Source: an optimization exercise on an open RTL-to-GDS flow (aim: small area, a short achievable clock period and few clock cycles). Production flows keep margins and buffers that such runs may drop. At most, simulation tests tie the RTL to the original design; equivalence was not proved. Power figures rest on the tool's default switching activity, not on a simulated workload.

trial 82:
==> flow/design.v (excerpt) <==
module pcm_cfgderive (
    input  wire        clk,
    input  wire        rst,           
    input  wire        start,
    output wire        ready,
    input  wire [7:0]  cfg,           
    input  wire [31:0] rate,
    input  wire [31:0] chunk,
    output reg         done,
    output wire [3:0]  result,        
    output wire [31:0] desc,          
    output wire [31:0] period,        
    output wire [31:0] chunk_eff      
);
    localparam [21:0] C2M = 22'd2000000;
    reg         run;         
    reg  [19:0] r_rate;
    reg  [19:0] rem;
    reg  [20:0] qm;          
    reg  [1:0]  dd;          
    reg         r_exact;     
    reg  [2:0]  r_res;
    reg         d_w8, d_w16, d_sgn, d_ord;
    reg  [12:0] r_ce;
    assign ready = !run;
    wire accept = start && !run;
    wire       w8     = (cfg[4:0] == 5'd8);
    wire       w16    = (cfg[4:0] == 5'd16);
    wire       bad_w  = !(w8 || w16);
    wire       bad_s  = (cfg[6:5] == 2'd3);
    wire       bad_r  = (rate == 32'd0);
    wire       bad_c  = (|chunk[31:13]) || (chunk[12] && (|chunk[11:0]));
    wire       ok     = !(bad_w || bad_s || bad_r || bad_c);
    wire       big    = |rate[31:20];     
    wire [2:0] res_in = bad_w ? 3'd1 : bad_s ? 3'd2 : bad_r ? 3'd3 : bad_c ? 3'd4 : 3'd0;
    wire       sgn    = cfg[6] ? 1'b1 : cfg[5] ? 1'b0 : w16;
    wire       exact  = (rate == 32'd128)   || (rate == 32'd640)   || (rate == 32'd3200) ||
                        (rate == 32'd16000) || (rate == 32'd80000) || (rate == 32'd400000);
    wire        c_small = ~|chunk[12:7];
    wire [11:0] c_half  = chunk[12:1] + {11'd0, chunk[0]};
    wire [12:0] c_up    = w16 ? {c_half, 1'b0} : chunk[12:0];
    wire [12:0] ce_in   = c_small ? 13'd128 : c_up;
    reg  [20:0] mark0;
    reg  [19:0] rem0;
    reg  [1:0]  dd0;
    integer i;
    always @* begin
        mark0 = 21'd0;
        rem0  = 20'd0;
        dd0   = 2'd0;
        for (i = 0; i < 20; i = i + 1) begin
  ...
Size in the first run: roughly 980 cells after synthesis, ~86 flip-flops, roughly 180 I/O pins, ~8300 um2 of cells after synthesis.
==> flow/config.mk <==
export PLATFORM = sky130hd
export DESIGN_NAME = pcm_cfgderive
export DESIGN_NICKNAME = pcm_cfgderive
export VERILOG_FILES = /design/flow/design.v
export SDC_FILE = /design/flow/constraint.sdc
export NUM_CORES = 4
export LEC_CHECK = 0
export CAP_MARGIN = 20
export CORE_MARGIN = 2
export CORE_UTILIZATION = 40
export SLEW_MARGIN = 20
==> flow/constraint.sdc <==
create_clock -name core_clock -period 10.0 [get_ports {clk}]
set_input_delay 2.0000 -clock core_clock [delete_from_list [all_inputs] [get_ports {clk}]]
set_output_delay 2.0000 -clock core_clock [all_outputs]
set_load 0.01 [all_outputs]
standard.sh (not shown) runs the stock make flow with config.mk's settings and CLKGATE_MAP_FILE= SYNTH_SCRIPT=/design/flow/synth_recipe.tcl, a recipe that flattens the netlist after the stock synthesis.
==> flow/flow/run.sh <==
#!/bin/bash
# Layout flow: the standard ORFS flow (standard.sh) with its standard
# synthesis, changed only in how the layout is optimised:
#  - port buffers of sky130_fd_sc_hd__buf_1 instead of the resizer's pick,
#  - a clock tree of clkbuf_4/clkbuf_8 buffers without dummy loads,
#  - repair_timing aiming at a setup margin of MARGIN ns.
# The make run's full output goes to standard.log in this folder; ORFS's
# per-step logs stay under orfs/logs.
set -uo pipefail
MARGIN=5.5
export BUFFER_PORTS_ARGS="-buffer_cell sky130_fd_sc_hd__buf_1"
export CTS_ARGS="-sink_clustering_enable -repair_clock_nets -buf_list {sky130_fd_sc_hd__clkbuf_4 sky130_fd_sc_hd__clkbuf_8} -dont_use_dummy_load"
bash standard.sh SETUP_SLACK_MARGIN=$MARGIN finish > standard.log 2>&1
For build 59, these inputs were changed with respect to trial 82:
--- a/flow/flow/run.sh
+++ b/flow/flow/run.sh
@@ -8,6 +8,6 @@
 # per-step logs stay under orfs/logs.
 set -uo pipefail
-MARGIN=5.5
+MARGIN=6
 export BUFFER_PORTS_ARGS="-buffer_cell sky130_fd_sc_hd__buf_1"
 export CTS_ARGS="-sink_clustering_enable -repair_clock_nets -buf_list {sky130_fd_sc_hd__clkbuf_4 sky130_fd_sc_hd__clkbuf_8} -dont_use_dummy_load"
-bash standard.sh SETUP_SLACK_MARGIN=$MARGIN finish > standard.log 2>&1
+bash standard.sh SETUP_SLACK_MARGIN=$MARGIN SKIP_REPAIR_TIE_FANOUT=1 finish > standard.log 2>&1
==> comparison <==
On build 59: final critical delay including setup and external delays is 0.10 ns lower than what trial 82 gave.
Total number of vias across trial 82 and build 59: no real change.
Timing-limited maximum frequency on build 59 is ahead of trial 82.
Worst supply voltage drop on vdd was higher in the run labelled trial 82.
Capture point of the critical path = rem[17]$_DFF_P_: trial 82; capture point of the critical path = rem[2]$_DFF_P_: build 59
No run of this note included a check of the RTL's function; only the layout flow was run.

========
Another version of the RTL of pcm_cfgderive (not shown whole).
For scale: about 990 cells after synthesis, ~86 flip-flops, roughly 180 I/O pins.
// pcm_cfgderive
module pcm_cfgderive (
    input  wire        clk,
    input  wire        rst,           
    input  wire        start,
    output wire        ready,
    input  wire [7:0]  cfg,           
    input  wire [31:0] rate,
    input  wire [31:0] chunk,
    output reg         done,
    output wire [3:0]  result,        
    output wire [31:0] desc,          
    output wire [31:0] period,        
    output wire [31:0] chunk_eff      
);
clock: 10.0 ns
lec_check: 0
cap_margin: 20
core_margin: 2
core_utilization: 40
slew_margin: 20
==> flow/flow/run.sh <==
#!/bin/bash
# Layout flow: the standard ORFS flow (standard.sh) with its standard
# synthesis, changed only in how the layout is optimised:
#  - port buffers of sky130_fd_sc_hd__buf_1 instead of the resizer's pick,
#  - a clock tree of clkbuf_4/clkbuf_8 buffers without dummy loads,
#  - repair_timing aiming at a setup margin of MARGIN ns.
# The make run's full output goes to standard.log in this folder; ORFS's
# per-step logs stay under orfs/logs.
set -uo pipefail
MARGIN=6.2
export BUFFER_PORTS_ARGS="-buffer_cell sky130_fd_sc_hd__buf_1"
export CTS_ARGS="-sink_clustering_enable -repair_clock_nets -buf_list {sky130_fd_sc_hd__clkbuf_4 sky130_fd_sc_hd__clkbuf_8} -dont_use_dummy_load"
bash standard.sh SETUP_SLACK_MARGIN=$MARGIN SKIP_REPAIR_TIE_FANOUT=1 finish > standard.log 2>&1
The starting point finished with timing, DRC and antenna clean.
Testbench counts at the start, summed over its fixed seeds: cycles 6,097.
Next try:
--- a/flow/flow/run.sh
+++ b/flow/flow/run.sh
@@ -9,3 +9,3 @@
 set -uo pipefail
-MARGIN=6.2
+MARGIN=6
 export BUFFER_PORTS_ARGS="-buffer_cell sky130_fd_sc_hd__buf_1"
- CORE_UTILIZATION: 40 -> 60
Effect: Cell area drops by a few percent; power falls by a few percent; maximum frequency shrinks by a few percent; clock power is lower by a few percent; via count came out lower slightly; utilization rises by 20 points.

==> separate check: timing with driven ports <==
How much do the figures lean on ideal ports? The routed layouts below were timed once more, with nothing changed but the port constraints. Step 1: set_driving_cell puts a clkbuf_16 on clk and a buf_2 on each other input, an assumption about the parent block. Step 2 times the ports against the registers' clock, not the clock port: input delays grow and output delays shrink by t, the midpoint of the rising clock arrivals with the driver on. Slacks: ideal ports / drivers / drivers and shift; pairs: ideal ports / drivers.
run	t, ns	slack for setup (ns)	worst hold slack (ns)
trial 82	0.406	5.965 / 5.965 / 5.619	0.510 / 0.510 / 0.510
build 59	0.391	6.070 / 6.089 / 5.698	0.513 / 0.513 / 0.513
the first run of note 2	0.403	6.261 / 6.261 / 5.997	0.527 / 0.527 / 0.527
the second run of note 2	0.388	6.120 / 6.120 / 5.883	0.533 / 0.533 / 0.533
After both steps setup and hold are still met in every run listed. For build 59, which loses most, drivers alone change the setup slack by +0.019 ns; drivers and shift together by -0.372 ns.
